From an optimization exercise on the open Yosys and OpenROAD flow, aimed at small area, a short achievable clock period and few clock cycles per item; shortcuts taken in it are not production practice. Function was not checked in any run shown here: the RTL went through the layout flow alone.

==> design.v <==
module ft8_textcodec (
    input  wire        clk,
    input  wire        rst,
    input  wire        start,
    input  wire [1:0]  op,
    input  wire [90:0] din,
    output wire        ready,
    output reg         done,
    output reg         ok,
    output reg         crc_ok,
    output reg  [90:0] dout
);
    localparam integer KS = 9;                
    localparam integer NC = (71 + KS - 1) / KS;  
    localparam integer NH = (64 + KS - 1) / KS;  
    localparam integer W  = NC * KS;             
    localparam integer PB = W - NH * KS;         
    localparam [13:0] CRC_POLY  = 14'h2757;
    localparam [70:0] F71_LIMIT = 71'd1283997101947010102272;
    function [13:0] mulx(input [13:0] v);
        mulx = {v[12:0], 1'b0} ^ (v[13] ? CRC_POLY : 14'd0);
    endfunction
    function [13:0] divx(input [13:0] v);
        divx = v[0] ? ({1'b1, 13'd0} | ((v ^ CRC_POLY) >> 1)) : (v >> 1);
    endfunction
    function [13:0] xpow(input integer n);
        integer i;
        begin
            xpow = 14'd1;
            for (i = 0; i < n; i = i + 1) xpow = mulx(xpow);
        end
    endfunction
    localparam [13:0] C_FWD = xpow(25);        
    localparam [13:0] C_REV = xpow(24 + W);    
    reg         busy;
    reg  [1:0]  cur_op;
    reg  [3:0]  cnt;
    reg  [77:0] dg;        
    reg  [W-1:0] b;        
    reg  [13:0] crc;       
    reg  [13:0] rxc;       
    reg         tbad;      
    reg         ovf;       
    reg         valid;     
    reg  [36:0] ms, mc;    
    wire is_pack = (cur_op == 2'd0);
    wire is_unp  = (cur_op == 2'd1);
    wire is_hash = (cur_op == 2'd2);
    wire last = (cur_op == 2'd3) | (is_hash ? (cnt == NH - 1) : (cnt == NC - 1));
    assign ready = ~busy | last;
    wire [77:0] fst [0:KS];
    assign fst[0] = dg;
    genvar s, j;
    generate
        for (s = 0; s < KS; s = s + 1) begin : fstep
            for (j = 0; j < 13; j = j + 1) begin : fdig
                wire ci = (j == 12) ? b[s] : fst[s][6*(11-j)+5];
                ft8_fcell u_cell (
                    .x ({ci, fst[s][6*(12-j) +: 5]}),
                    .q (fst[s+1][6*(12-j) +: 6])
                );
            end
        end
    endgenerate
    wire [77:0] rst_d [0:KS];
    wire [13:0] par   [0:KS-1];
    wire [36:0] mss   [0:KS];
    wire [36:0] mcs   [0:KS];
    wire [KS-1:0] obits, pbits;
    assign rst_d[0] = dg;
    assign mss[0]   = ms;
    assign mcs[0]   = mc;
    generate
        for (s = 0; s < KS; s = s + 1) begin : rstep
            assign par[s][0] = 1'b0;
            for (j = 0; j < 13; j = j + 1) begin : rdig
                ft8_rcell u_cell (
                    .r    (rst_d[s][6*(12-j) +: 5]),
                    .a    (rst_d[s][6*(12-j)+5]),
                    .h    (is_hash),
                    .q    (rst_d[s+1][6*(12-j) +: 5]),
                    .pout (par[s][j+1])
                );
                assign rst_d[s+1][6*(12-j)+5] = par[s][j];
            end
            assign obits[s] = par[s][13];
            ft8_mstep u_mul (
                .s (mss[s]), .c (mcs[s]), .bit_in (obits[s]),
                .s_n (mss[s+1]), .c_n (mcs[s+1]), .p (pbits[s])
            );
        end
    endgenerate
    reg [13:0]  crc_f, crc_r;
    reg [70:0]  f71;
    integer     i;
    always @* begin
        crc_f = crc;
        crc_r = crc;
        for (i = 0; i < KS; i = i + 1) begin
            crc_f = mulx(crc_f) ^ (b[i] ? C_FWD : 14'd0);
            crc_r = divx(crc_r) ^ (obits[i] ? C_REV : 14'd0);
        end
        for (i = 0; i < 71; i = i + 1) f71[70-i] = b[W-71+i];
    end
    wire        ovf_n = (cnt == 4'd0) ? (f71 >= F71_LIMIT) : ovf;
    wire [77:0] dn    = is_unp ? fst[KS] : rst_d[KS];
    wire [13:0] crc_n = is_unp ? crc_f : crc_r;
    wire [W-1:0] bn   = {is_hash ? pbits : obits, b[W-1:KS]};
    wire [90:0] text;
    generate
        for (j = 0; j < 13; j = j + 1) begin : tchr
            ft8_chr42 u_chr (.x (dn[6*(12-j) +: 6]), .q (text[90-7*j -: 7]));
        end
    endgenerate
    wire ok_u = ~tbad & ~ovf_n;
    wire sel_p = is_pack;
    wire sel_u = is_unp & ok_u;
    wire sel_h = is_hash & valid;
    wire [90:0] res_dout =
          ({91{sel_p}} & {bn[70:0], 6'd0, crc_n})
        | ({91{sel_u}} & text)
        | ({91{sel_h}} & {bn[PB+63 -: 22], bn[PB+63 -: 12], bn[PB+63 -: 10], 47'd0});
    wire res_ok  = sel_p | sel_u | sel_h;
    wire res_crc = sel_p | (is_unp & (crc_n == rxc));
    wire [77:0] q42;
    wire [76:0] q38;
    generate
        for (j = 0; j < 13; j = j + 1) begin : lc42
            ft8_code42 u_c (.c (din[90-7*j -: 7]), .q (q42[6*(12-j) +: 6]));
        end
        for (j = 0; j < 11; j = j + 1) begin : lc38
            ft8_code38 u_c (.c (din[90-7*j -: 7]), .q (q38[7*(10-j) +: 7]));
        end
    endgenerate
    reg [77:0]  dl;
    reg [W-1:0] bl;
    reg [13:0]  rxl;
    reg         vl;
    always @* begin
        dl = 78'd0;
        vl = 1'b1;
        for (i = 0; i < 11; i = i + 1) vl = vl & ~q38[7*i+6];
        if (op == 2'd0) dl = q42;
        if (op == 2'd2)
            for (i = 0; i < 11; i = i + 1) dl[6*i +: 6] = q38[7*i +: 6];
        bl = {W{1'b0}};
        for (i = 0; i < 71; i = i + 1) bl[W-71+i] = din[90-i];
        rxl = din[13:0];
        for (i = 0; i < 6; i = i + 1)
            if (din[19-i]) rxl = rxl ^ xpow(24-i);
    end
    wire accept = start & ready;
    always @(posedge clk) begin
        if (rst) begin
            busy <= 1'b0;
            done <= 1'b0;
        end else begin
            done <= busy & last;
            if (accept)    busy <= 1'b1;
            else if (last) busy <= 1'b0;
        end
    end
    always @(posedge clk) begin
        dout   <= res_dout;
        ok     <= res_ok;
        crc_ok <= res_crc;
        if (accept) begin
            cur_op <= op;
            cnt    <= 4'd0;
            dg     <= dl;
            b      <= bl;
            crc    <= 14'd0;
            rxc    <= rxl;
            tbad   <= (din[19:14] != 6'd0);
            ovf    <= 1'b0;
            valid  <= vl;
            ms     <= 37'd0;
            mc     <= 37'd0;
        end else begin
            cnt    <= cnt + 4'd1;
            dg     <= dn;
            b      <= bn;
            crc    <= crc_n;
            ovf    <= ovf_n;
            ms     <= mss[KS];
            mc     <= mcs[KS];
        end
    end
endmodule
module ft8_code42 (input wire [6:0] c, output wire [5:0] q);
    assign q[0] = (~c[0] & ~c[3] & c[4] & c[6]) | (c[0] & ~c[3] & ~c[4] & c[6]) | (~c[0] & ~c[2] & c[4] & c[6]) | (~c[0] & ~c[3] & c[4] & c[5]) | (~c[0] & c[2] & c[3] & ~c[4] & c[6]) | (c[0] & ~c[1] & ~c[2] & ~c[4] & c[6]) | (c[0] & c[2] & c[3] & ~c[4] & c[5] & ~c[6]) | (~c[0] & ~c[1] & ~c[2] & c[4] & c[5]);
    assign q[1] = (c[0] & ~c[1] & ~c[2] & c[6]) | (c[0] & ~c[1] & ~c[3] & c[6]) | (~c[0] & c[1] & ~c[3] & c[4] & c[6]) | (c[0] & ~c[1] & ~c[4] & c[6]) | (c[0] & ~c[1] & ~c[3] & c[4] & c[5]) | (~c[0] & c[1] & ~c[3] & c[4] & c[5]) | (~c[1] & c[2] & ~c[3] & ~c[4] & c[6]) | (~c[1] & ~c[2] & c[3] & ~c[4] & c[6]) | (~c[0] & c[1] & ~c[2] & c[4] & c[6]) | (c[1] & c[2] & c[3] & ~c[4] & c[5] & ~c[6]) | (~c[0] & c[1] & c[2] & c[3] & ~c[4] & c[6]) | (c[0] & ~c[1] & ~c[2] & c[4] & c[5]);
    assign q[2] = (~c[0] & ~c[2] & c[4] & c[6]) | (~c[1] & ~c[2] & c[4] & c[6]) | (~c[0] & c[1] & ~c[2] & c[6]) | (~c[1] & c[2] & ~c[3] & ~c[4] & c[6]) | (c[1] & ~c[2] & ~c[3] & ~c[4] & c[6]) | (~c[1] & c[2] & ~c[3] & c[4] & c[5] & ~c[6]) | (c[0] & c[1] & c[2] & ~c[3] & c[4] & c[6]) | (c[0] & c[1] & c[2] & c[3] & ~c[4] & c[6]) | (~c[0] & c[2] & ~c[3] & c[4] & c[5] & ~c[6]) | (c[0] & c[1] & c[2] & c[3] & c[4] & c[5] & ~c[6]) | (c[0] & c[1] & ~c[2] & ~c[3] & c[4] & c[5] & ~c[6]);
    assign q[3] = (~c[1] & c[2] & ~c[3] & c[6]) | (c[2] & ~c[3] & c[4] & c[6]) | (~c[1] & ~c[2] & c[3] & c[4] & c[5]) | (c[1] & ~c[2] & ~c[3] & ~c[4] & c[6]) | (~c[0] & ~c[2] & c[3] & c[4] & c[6]) | (c[0] & c[1] & ~c[3] & c[4] & c[6]) | (c[0] & ~c[1] & ~c[3] & ~c[4] & c[6]) | (~c[1] & ~c[2] & c[3] & c[4] & c[6]) | (c[0] & c[1] & c[2] & ~c[3] & c[4] & c[5]);
    assign q[4] = (~c[1] & ~c[2] & c[3] & ~c[4] & c[6]) | (c[1] & c[2] & ~c[3] & ~c[4] & c[6]) | (~c[0] & ~c[2] & c[3] & ~c[4] & c[6]) | (c[0] & c[2] & c[3] & ~c[4] & c[5] & ~c[6]) | (c[1] & c[2] & c[3] & ~c[4] & c[5] & ~c[6]) | (c[0] & c[1] & c[3] & ~c[4] & c[5] & ~c[6]) | (c[0] & c[1] & c[2] & c[3] & c[5] & ~c[6]);
    assign q[5] = (~c[3] & c[4] & c[6]) | (c[2] & c[3] & ~c[4] & c[6]) | (~c[0] & ~c[2] & c[4] & c[6]) | (c[0] & c[1] & c[3] & ~c[4] & c[5]) | (~c[1] & ~c[2] & c[4] & c[6]) | (c[1] & c[2] & c[3] & ~c[4] & c[5]) | (c[0] & c[2] & c[3] & ~c[4] & c[5]) | (c[0] & c[1] & c[3] & ~c[4] & c[6]) | (c[0] & c[1] & c[2] & c[3] & c[5] & ~c[6]);
endmodule
module ft8_code38 (input wire [6:0] c, output wire [6:0] q);
    assign q[0] = (~c[0] & ~c[3] & c[4] & c[6]) | (c[0] & ~c[3] & ~c[4] & c[6]) | (~c[0] & ~c[2] & c[4] & c[6]) | (~c[0] & ~c[3] & c[4] & c[5]) | (~c[0] & c[1] & c[3] & ~c[4] & c[6]) | (~c[0] & c[2] & c[3] & ~c[4] & c[6]) | (~c[0] & ~c[1] & ~c[2] & c[4] & c[5]);
    assign q[1] = (~c[0] & ~c[1] & ~c[2] & c[4] & c[6]) | (~c[1] & c[2] & ~c[3] & ~c[4] & c[6]) | (c[0] & c[1] & ~c[3] & c[4] & c[6]) | (~c[0] & ~c[1] & c[3] & ~c[4] & c[6]) | (c[0] & c[1] & c[3] & ~c[4] & c[6]) | (~c[0] & ~c[1] & ~c[3] & c[4] & c[6]) | (c[0] & ~c[1] & ~c[3] & ~c[4] & c[6]) | (~c[0] & c[1] & ~c[3] & c[4] & c[5] & ~c[6]) | (c[0] & ~c[1] & ~c[2] & c[4] & c[5] & ~c[6]) | (c[0] & c[1] & c[2] & c[3] & ~c[4] & c[5]) | (c[0] & ~c[1] & ~c[3] & c[4] & c[5] & ~c[6]);
    assign q[2] = (c[1] & ~c[2] & ~c[3] & ~c[4] & c[6]) | (c[0] & c[2] & c[3] & ~c[4] & c[6]) | (~c[0] & ~c[1] & ~c[2] & c[4] & c[6]) | (~c[1] & c[2] & ~c[3] & ~c[4] & c[6]) | (c[1] & c[2] & ~c[3] & c[4] & c[6]) | (c[1] & c[2] & c[3] & ~c[4] & c[6]) | (c[0] & ~c[1] & c[2] & ~c[3] & c[6]) | (~c[1] & c[2] & ~c[3] & c[4] & c[5] & ~c[6]) | (~c[0] & c[1] & c[2] & ~c[3] & c[4] & c[5]) | (c[0] & c[1] & ~c[2] & ~c[3] & c[4] & c[5] & ~c[6]);
    assign q[3] = (~c[1] & c[2] & ~c[3] & c[6]) | (c[0] & ~c[2] & ~c[3] & c[6]) | (c[1] & ~c[3] & c[4] & c[6]) | (c[1] & ~c[2] & ~c[3] & c[6]) | (~c[1] & ~c[2] & c[3] & c[4] & c[5] & ~c[6]) | (~c[0] & ~c[1] & ~c[2] & c[3] & c[4] & c[6]) | (c[0] & c[1] & c[2] & ~c[3] & c[4] & c[5]);
    assign q[4] = (c[1] & c[2] & ~c[3] & ~c[4] & c[6]) | (~c[0] & ~c[1] & ~c[2] & c[3] & ~c[4] & c[6]) | (c[0] & ~c[1] & ~c[2] & c[3] & c[4] & c[6]) | (~c[0] & c[1] & ~c[2] & c[3] & c[4] & c[6]) | (c[0] & c[1] & c[2] & c[3] & ~c[4] & c[5] & ~c[6]);
    assign q[5] = (~c[3] & c[4] & c[6]) | (c[0] & c[3] & ~c[4] & c[6]) | (~c[0] & ~c[2] & c[4] & c[6]) | (c[2] & c[3] & ~c[4] & c[6]) | (~c[1] & ~c[2] & c[4] & c[6]) | (c[1] & c[3] & ~c[4] & c[6]) | (c[0] & c[1] & c[2] & c[3] & ~c[4] & c[5]);
    assign q[6] = (~c[5] & ~c[6]) | (c[2] & c[3] & c[4]) | (c[2] & ~c[3] & ~c[4] & ~c[6]) | (c[1] & ~c[2] & c[3] & ~c[6]) | (~c[1] & c[3] & ~c[4] & ~c[6]) | (c[0] & c[1] & c[3] & c[4]) | (c[1] & ~c[3] & ~c[4] & ~c[6]) | (~c[0] & ~c[1] & ~c[2] & ~c[3] & ~c[4] & c[6]) | (~c[0] & c[1] & c[3] & ~c[6]) | (c[0] & ~c[3] & ~c[4] & ~c[6]);
endmodule
module ft8_chr42 (input wire [5:0] x, output wire [6:0] q);
    assign q[0] = (x[1] & ~x[2] & x[4]) | (~x[1] & x[2] & x[3]) | (x[0] & x[1] & x[3]) | (~x[2] & x[4] & x[5]) | (x[1] & x[2] & ~x[3] & ~x[4]) | (x[0] & ~x[1] & ~x[2] & ~x[3] & ~x[5]) | (x[2] & x[3] & ~x[5]) | (x[1] & x[4] & x[5]) | (x[1] & ~x[2] & x[3] & x[5]) | (x[0] & x[2] & ~x[4] & x[5]) | (~x[0] & ~x[1] & x[2] & x[4] & ~x[5]) | (~x[0] & ~x[1] & ~x[2] & ~x[3] & x[5]);
    assign q[1] = (~x[0] & ~x[1] & x[3]) | (~x[1] & ~x[3] & ~x[4] & x[5]) | (~x[0] & ~x[2] & x[3]) | (x[1] & x[2] & x[4]) | (x[0] & x[1] & ~x[3] & ~x[4]) | (x[0] & ~x[2] & x[4] & ~x[5]) | (~x[0] & x[3] & ~x[5]) | (~x[0] & ~x[1] & x[2] & x[5]) | (~x[1] & x[2] & x[3] & x[5]) | (x[0] & x[2] & ~x[3] & ~x[4]) | (x[0] & ~x[1] & ~x[2] & x[4]);
    assign q[2] = (x[1] & ~x[2] & ~x[3] & x[5]) | (~x[1] & x[2] & ~x[4] & x[5]) | (x[0] & x[4] & ~x[5]) | (x[0] & x[3] & x[5]) | (~x[0] & x[2] & x[4] & x[5]) | (~x[0] & ~x[2] & x[3] & ~x[5]) | (~x[1] & ~x[2] & x[4] & ~x[5]) | (x[1] & x[2] & ~x[3] & ~x[4] & ~x[5]) | (x[0] & ~x[1] & ~x[2] & ~x[3] & ~x[5]);
    assign q[3] = (x[2] & x[3] & x[5]) | (x[1] & x[4] & x[5]) | (~x[0] & ~x[1] & x[2] & ~x[3] & ~x[4]) | (x[0] & ~x[2] & ~x[3] & ~x[4] & x[5]) | (~x[0] & ~x[1] & ~x[2] & ~x[3] & x[5]) | (x[1] & x[2] & x[4]) | (x[0] & x[2] & x[3]) | (x[0] & ~x[1] & x[3] & x[5]) | (~x[0] & x[1] & x[3] & x[5]) | (x[0] & x[1] & x[3] & ~x[5]) | (~x[0] & x[1] & ~x[2] & ~x[3] & ~x[4] & ~x[5]);
    assign q[4] = (~x[1] & x[4] & x[5]) | (~x[0] & x[1] & ~x[3] & ~x[4]) | (x[0] & ~x[1] & x[4]) | (x[0] & x[1] & x[3]) | (x[1] & x[2] & x[5]) | (~x[1] & ~x[2] & x[3] & ~x[5]) | (x[0] & ~x[1] & ~x[3] & x[5]) | (~x[0] & ~x[1] & x[3] & ~x[5]) | (x[1] & ~x[3] & ~x[4] & ~x[5]) | (~x[0] & ~x[1] & ~x[2] & x[3]) | (~x[0] & x[1] & ~x[2] & ~x[3] & ~x[5]);
    assign q[5] = (x[1] & ~x[3] & ~x[4] & ~x[5]) | (~x[1] & ~x[2] & x[3] & ~x[5]) | (x[0] & ~x[1] & x[4] & ~x[5]) | (x[0] & x[1] & x[4] & x[5]) | (~x[0] & ~x[1] & x[3] & ~x[5]) | (x[0] & x[1] & x[3] & ~x[5]) | (x[1] & x[2] & x[4] & x[5]) | (x[0] & x[2] & x[3] & x[5]) | (~x[0] & x[1] & ~x[2] & x[3] & x[5]) | (~x[0] & x[1] & ~x[2] & ~x[3] & ~x[5]) | (~x[0] & ~x[2] & ~x[3] & ~x[4] & ~x[5]) | (~x[0] & ~x[1] & x[2] & ~x[3] & ~x[4] & x[5]);
    assign q[6] = (~x[1] & ~x[2] & x[5]) | (~x[0] & ~x[1] & x[4]) | (x[1] & ~x[3] & ~x[4] & x[5]) | (x[0] & ~x[1] & ~x[3] & ~x[4]) | (x[1] & x[2] & x[3]) | (~x[1] & x[4] & x[5]) | (x[0] & ~x[2] & ~x[4] & x[5]) | (~x[0] & ~x[1] & x[3] & x[5]) | (~x[0] & x[1] & x[3] & ~x[5]) | (~x[0] & ~x[2] & x[4] & x[5]) | (x[0] & x[2] & ~x[4] & ~x[5]) | (x[0] & x[1] & x[4] & ~x[5]) | (x[1] & x[2] & x[4] & ~x[5]) | (~x[1] & x[2] & ~x[3] & ~x[4] & ~x[5]);
endmodule
module ft8_fcell (input wire [5:0] x, output wire [5:0] q);
    assign q[0] = (x[2] & ~x[5]) | (~x[0] & ~x[2] & x[5]) | (~x[1] & ~x[2] & x[5]);
    assign q[1] = (x[0] & ~x[5]) | (~x[0] & x[2] & x[5]) | (x[0] & ~x[1] & ~x[2]);
    assign q[2] = (~x[0] & x[1]) | (x[1] & ~x[5]) | (x[0] & x[2] & x[5]);
    assign q[3] = (x[4] & ~x[5]) | (~x[3] & ~x[4] & x[5]);
    assign q[4] = (x[4] & x[5]) | (x[3] & ~x[5]);
    assign q[5] = (~x[0] & x[1] & x[3]) | (~x[0] & x[2] & x[4]) | (x[0] & x[2] & ~x[4]) | (~x[0] & ~x[1] & x[4]) | (x[0] & x[1] & x[4]) | (~x[0] & ~x[1] & x[2] & ~x[3]) | (x[0] & ~x[1] & ~x[3] & ~x[4]) | (x[1] & x[3] & x[5]);
endmodule
module ft8_rcell (input wire [4:0] r, input wire a, input wire h,
                  output wire [4:0] q, output wire pout);
    assign q[0] = (r[1] & ~a) | (~r[0] & r[1] & ~h) | (r[0] & ~r[1] & a & ~h) | (~r[0] & ~r[1] & a & h) | (r[0] & r[1] & h);
    assign q[1] = (r[2] & ~a) | (~r[0] & r[1] & ~r[2] & a) | (~r[1] & ~r[2] & a & ~h) | (r[0] & ~r[2] & a & h) | (r[0] & r[1] & r[2] & ~h) | (~r[0] & ~r[1] & r[2] & h);
    assign q[2] = (r[3] & ~a) | (r[2] & ~r[3] & a & ~h) | (~r[0] & ~r[2] & r[3]) | (~r[1] & ~r[2] & r[3]) | (r[1] & r[2] & ~r[3] & a) | (r[0] & r[1] & ~r[3] & a & ~h) | (~r[2] & r[3] & h) | (~r[0] & ~r[1] & r[3] & h) | (r[0] & r[2] & ~r[3] & a);
    assign q[3] = (~r[3] & ~r[4] & a) | (r[4] & ~a) | (~r[2] & ~r[4] & a & h) | (~r[1] & ~r[2] & r[3] & a) | (~r[0] & ~r[2] & r[3] & a) | (~r[0] & ~r[1] & ~r[4] & a & h);
    assign q[4] = (r[4] & a) | (r[1] & r[2] & r[3] & a) | (r[2] & r[3] & a & ~h) | (r[0] & r[2] & r[3] & a) | (r[0] & r[1] & r[3] & a & ~h);
    assign pout = a ^ r[0];
endmodule
module ft8_mstep (input wire [36:0] s, input wire [36:0] c, input wire bit_in,
                  output wire [36:0] s_n, output wire [36:0] c_n, output wire p);
    localparam [36:0] K = 37'd47055833459;
    wire [36:0] k = bit_in ? K : 37'd0;
    wire [36:0] t = s ^ c ^ k;
    assign c_n = (s & c) | ((s | c) & k);
    assign s_n = {1'b0, t[36:1]};
    assign p   = t[0];
endmodule
==> run.sh <==
#!/bin/bash
# synth_recipe.tcl (not shown) runs the flow's synth.tcl, then flattens the netlist and writes it again
# the make line also repeats each setting of config.mk as NAME=value (left out here)
make -C /OpenROAD-flow-scripts/flow DESIGN_CONFIG=/design/flow/config.mk WORK_HOME=/design/flow/orfs CLKGATE_MAP_FILE= SYNTH_SCRIPT=/design/flow/synth_recipe.tcl finish
==> config.mk <==
export PLATFORM = sky130hd
export DESIGN_NAME = ft8_textcodec
export DESIGN_NICKNAME = ft8_textcodec
export VERILOG_FILES = /design/flow/design.v
export SDC_FILE = /design/flow/constraint.sdc
export NUM_CORES = 4
export LEC_CHECK = 0
export ABC_CLOCK_PERIOD_IN_PS = 13000
export CAP_MARGIN = 20
export CORE_MARGIN = 2
export CORE_UTILIZATION = 40
export SLEW_MARGIN = 20
export SYNTH_HIERARCHICAL = 1
==> constraint.sdc <==
create_clock -name core_clock -period 58.0 [get_ports {clk}]
set_input_delay 11.6000 -clock core_clock [delete_from_list [all_inputs] [get_ports {clk}]]
set_output_delay 11.6000 -clock core_clock [all_outputs]
set_load 0.01 [all_outputs]
==> key figures, run 1 <==
Status
  • Run status: complete, no violations

Timing
  • Setup TNS: 0 ps
  • Final Max Tran Viols: 0
  • Clock Skews: between 60 and 70 ps
  • Worst-Margin Slew: approximately 1100 ps
  • Final Setup Violations: 0
  • Tmin final: 14310 ps
  • Worst setup margin: 43690 ps
  • Final hold violation count: 0
  • WHS: roughly 460 ps
  • Post-route clock period utilization: 0.247
  • RSZ-0062 raised after global routing: false
  • F_max: roughly 70 MHz
  • Slew margin rel.: 0.232

Floorplanning
  • Die W: approximately 460 µm
  • Initial core utilization: 0.403
  • Core area: just over 200000 µm²
  • Die ar.: between 200000 and 250000 µm²
  • I/O pins: ~190
  • Die Ht: about 460 µm
  • FP Rows: between 150 and 200

Route
  • Drt pass-1 iters: 8
  • Drt wl/cell: 19.3 µm
  • # DRC: 0
  • Final ANT Viol Nets: 0
  • Via count: approximately 80000
  • DRT iter0 DRCs: 7022
  • Total wire length: about 250 mm
  • DR vias/cell: between 6 and 7

Place
  • Worst slack, placed: around 43000 ps
  • Gp weighted congestion: about 0.9
  • Dpl cell area: 82000 µm²
  • Post-DP HPWL: between 150 and 200 mm
  • Inst Count DP: between 10000 and 15000
  • PortBufs: 190

Setup path
  • Setup Crit Path Kind: reg -> out
  • Worst Path Required: 46400 ps
  • Crit-path cells: ha_1 -> nand2_1 -> nor2_1 -> a21oi_1 -> nand2_1 -> clkdlybuf4s50_1
  • Crit path DAT: ~2700 ps
  • Crit path largest cell delay: 640 ps
  • Worst setup EP type: output port
  • Worst path slowest cell: a21oi_1
  • Worst setup SP type: flop
  • Most used cell, CP: nand2_1
  • Crit Path Max Fanout: 4
  • CP top delay family: compound AO/OA/AOI/OAI gates
  • WP buf/inv: 1

Cells and area
  • Layout area overhead: 2.38%
  • Layout net count: roughly 11000
  • Layout cell share with drive strength beyond 1: 0.105
  • Fin util: 0.413
  • Commonest non-fill, non-tap cell in the layout: nand2_1
  • Fill count: just over 20000
  • Most frequent cells in the layout: 1084 x nand2_1, 958 x o21ai_0, 606 x o211ai_1
  • Final Cell Area: roughly 84000 µm²
  • Layout Cells excl Fill: around 13000

Global route
  • First-pass GRT wire length: 400 mm
  • Total Routing Usage GR: 0.232
  • Pin count of the biggest net entering global routing: between 200 and 250
  • Initial antenna violation count: 16
  • Vias in the first global route: around 73000
  • Gr ovfl total: 0

Job
  • Max-cap violations: 0

Logic synthesis
  • Cell Area, Synth: between 80000 and 90000 µm²
  • Mean Syn Cell Area: about 7.4 µm²
  • Yosys warnings: 7
  • Cell count after synthesis: 11100

Clocking
  • H-Tree Depth: 2
  • Cts repair resizes: 0
  • Setup Fix Bufs, Post-CTS: 0
  • CTS Buf Count: 47
  • Reg clk slew, reported paths: around 60 ps
  • CTS sink cnt: around 360
  • Insertion delay to the later sink of the worst-skew pair: ~670 ps
  • Root Buffer: clkbuf_16
  • CTS tree: yes
  • CTS max path bufs: 3
  • Hold Buf Count CTS: 0

Hold path
  • Hold WC Path Type: reg -> reg
[worst reg2reg max path, delay by kind of cell (launching register included)]
family	cells	cell delay [ps]
simple gates	12	3400
buf+inv	2	1130
xor+xnor	12	6350
compound gates	10	1660
flops	1	670
[flip-flops by register name, summed over array words and instances (netlist names)]
name	cells
cur_op	2
b	72
ok	1
busy	1
cnt	4
ovf	1
dout	91
ms	37
crc_ok	1
dg	78
rxc	14
done	1
tbad	1
valid	1
mc	37
crc	14
[final cells by class]
type	instances	area (µm²)	area share
multi-input combinational	9301	66900	0.800
sequential	356	7310	0.0874
tap	2672	3340	0.0400
timing repair buffer	301	2740	0.0328
inverter	458	1720	0.0206
clock buffer	60	1340	0.0160
clock inverter	26	280	0.00335
antenna	13	32.5	0.000389
[layer usage]
| metal | vias to the layer above | share of wire | GRT usage |
|---|---|---|---|
| li1 | 39200 | - | - |
| met4 | 2 | 0.063 | 0.137 |
| met2 | 2115 | 0.47 | 0.388 |
| met1 | 38400 | 0.42 | 0.288 |
| met5 | - | 0.000051 | 0 |
| met3 | 458 | 0.047 | 0.0221 |
[final timing paths]
kind / from / cells after the start / endpoint / slack (ps)
worst max-delay path: cnt[0] / 6 / ready / 43690
worst min-delay path: cnt[0] / 1 / cnt[0] / 460
worst max register to register: cur_op[1] / 36 / crc_ok / 44620
worst min register to register: cnt[0] / 1 / cnt[0] / 460
==> run 2: changes to the inputs <==
--- a/design.v
+++ b/design.v
@@ -11,5 +11,5 @@
     output reg  [90:0] dout
 );
-    localparam integer KS = 9;                
+    localparam integer KS = 12;                
     localparam integer NC = (71 + KS - 1) / KS;  
     localparam integer NH = (64 + KS - 1) / KS;  
==> run 2 against run 1 <==
  * Wire length rose by 13%
  * Area after synthesis increased by 19%
  * Critical path depth rose by 41
  * Utilization down 0.42 points
  * Cell count up 19%
  * Sequential share of layout area shrank 1.4 points
  * Sequential cell count did not move
  * Highest routed layer is now met4
==> key figures, run 2 <==
Floorplanning
  • Die W: 498 µm (+9.2%)
  • Core area: 243000 µm² (+20%)
  • Die Ht: 498 µm (+9.2%)
  • Die ar.: 248000 µm² (+19%)
  • FP Rows: 181 (+9.7%)
  • I/O pins: 191 (unchanged)
  • Initial core utilization: 0.402 (-0.00186)

Setup path
  • Crit path largest cell delay: 870 ps (+230 ps)
  • Worst setup SP type: flop
  • CP top delay family: XOR/XNOR gates
  • Crit path DAT: 17450 ps (+14740 ps)
  • Crit Path Max Fanout: 74 (+70)
  • Worst setup EP type: flop
  • Worst path slowest cell: buf_4
  • Worst Path Required: 58550 ps (+12150 ps)
  • Setup Crit Path Kind: reg -> reg
  • WP buf/inv: 6 (+5)

Clocking
  • Reg clk slew, reported paths: 70 ps (about the same)
  • Hold Buf Count CTS: 0 (unchanged)
  • CTS max path bufs: 3 (unchanged)
  • Insertion delay to the later sink of the worst-skew pair: 650 ps (-20 ps)
  • CTS Buf Count: 49 (+4.3%)
  • Root Buffer: clkbuf_16
  • Cts repair resizes: 0 (unchanged)
  • CTS sink cnt: 356 (unchanged)
  • Setup Fix Bufs, Post-CTS: 0 (unchanged)
  • CTS tree: yes
  • H-Tree Depth: 2 (unchanged)

Cells and area
  • Layout cell share with drive strength beyond 1: 0.106 (+0.00113)
  • Top reg by flops: dout
  • Storage element area: 7310 µm² (unchanged)
  • Multi-input logic area: 81300 µm² (+22%)
  • Layout area overhead: 1.81%
  • Most frequent cells in the layout: 1239 x nand2_1, 1152 x o21ai_0, 797 x o211ai_1
  • Commonest non-fill, non-tap cell in the layout: nand2_1
  • Layout net count: 13000 (+19%)
  • Layout Cells excl Fill: 15700 (+19%)
  • Top Registers: dout x91, dg x78, b x72
  • Final Cell Area: 99300 µm² (+19%)
  • Number of flip-flops in the largest register: 91 (unchanged)
  • Fill count: 25200 (+23%)

Timing
  • Clock Skews: 30.0 ps (-35.1 ps)
  • Post-route clock period utilization: 0.291 (+0.0447)
  • Final Max Tran Viols: 0 (unchanged)
  • WHS: 490 ps (+31.3 ps)
  • F_max: 59.2 MHz (-15%)
  • Worst setup margin: 41100 ps (-2590 ps)
  • Worst-Margin Slew: 1110 ps (-38.1 ps)
  • Slew margin rel.: 0.258 (+0.0264)
  • RSZ-0062 raised after global routing: false
  • Setup TNS: 0 ps (unchanged)
  • Final Setup Violations: 0 (unchanged)
  • Final hold violation count: 0 (unchanged)
  • Tmin final: 16900 ps (+2590 ps)

Hold path
  • Hold WC Path Type: reg -> reg

Place
  • Post-DP HPWL: 215 mm (+13%)
  • Inst Count DP: 15600 (+19%)
  • PortBufs: 190 (unchanged)
  • Gp weighted congestion: 0.922 (+0.52%)
  • Dpl cell area: 97600 µm² (+19%)
  • Worst slack, placed: 41290 ps (-2170 ps)

Route
  • DRT iter0 DRCs: 7910 (+13%)
  • DR vias/cell: 5.91 (-2.8%)
  • # DRC: 0 (unchanged)
  • Drt pass-1 iters: 6 (-2)
  • Final ANT Viol Nets: 0 (unchanged)
  • Drt wl/cell: 18.3 µm (-5.1%)
  • Via count: 92900 (+16%)
  • Total wire length: 288 mm (+13%)

Job
  • Max-cap violations: 0 (unchanged)

Status
  • Run status: complete, no violations

Global route
  • Total Routing Usage GR: 0.219 (-0.0124)
  • Initial antenna violation count: 31 (+15)
  • Pin count of the biggest net entering global routing: 173 (-15%)
  • Gr ovfl total: 0 (unchanged)
  • First-pass GRT wire length: 454 mm (+13%)
  • Vias in the first global route: 80400 (+9.8%)

Logic synthesis
  • Cell Area, Synth: 97600 µm² (+19%)
  • Yosys warnings: 7 (unchanged)
  • Cell count after synthesis: 13200 (+19%)
  • Mean Syn Cell Area: 7.38 µm² (+0.21%)
[run 2: cell count changes in the layout (fill, tap and decap cells not counted), sizes merged, moves of 116 or more]
cell / change
nand2: +194
inv: +118
o211ai: +230
o21ai: +232
nor2b: +116
nor2: +118
[run 2: per-stage QoR]
step,util
floorplan,-
detailed placement,0.402
global placement,0.402
CTS,0.409
finish,0.409
global route,0.409
[run 2: per-layer routing]
metal	track usage	wire, µm
met1	0.294	131000
met3	0.0146	10600
met2	0.359	134000
met5	0	0
met4	0.102	12900
[run 2: area by class of cell]
| class | instances | share of cell area |
|---|---|---|
| Multi-Input combinational cell | 11200 | 0.819 |
| Sequential cell | 356 | 0.0736 |
| Tap cell | 3202 | 0.0403 |
| Timing Repair Buffer | 304 | 0.0278 |
| Inverter | 576 | 0.0218 |
| Clock buffer | 61 | 0.0136 |
| Clock inverter | 27 | 0.00346 |
| Antenna cell | 24 | 0.000605 |
[run 2: worst paths after layout]
check / startpoint / to / slack [ps] / cells past startpoint
worst max-delay path: cur_op[1] / dout[76] / 41100 / 47
worst max register to register: cur_op[1] / dout[76] / 41100 / 47
worst min register to register: cnt[0] / cnt[0] / 490 / 1
worst min-delay path: cnt[0] / cnt[0] / 490 / 1

## afterwards: timing with drivers on the ports
How much do the figures lean on ideal ports? The routed layouts below were timed once more, with nothing changed but the port constraints. Step 1: set_driving_cell puts a clkbuf_16 on clk and a buf_2 on each other input, an assumption about the parent block. Step 2 adds t to the input delays and takes it off the output delays; t is the mean of the earliest and latest rising clock arrival at the registers after step 1. Input paths then give back, and output paths get back, about the clock's delay inside the block. Three values: ideal, step 1, step 2; two values: the first two.
run	shift t [ns]	setup WS [ns]	pins driven straight from the clock port
run 1	0.734	43.692 / 43.599 / 43.246	1
run 2	0.724	41.098 / 41.098 / 41.098	1
After both steps setup and hold are still met in every run listed. The setup slack of run 1, which loses most, moves by -0.093 ns with the drivers and by -0.446 ns with both steps.
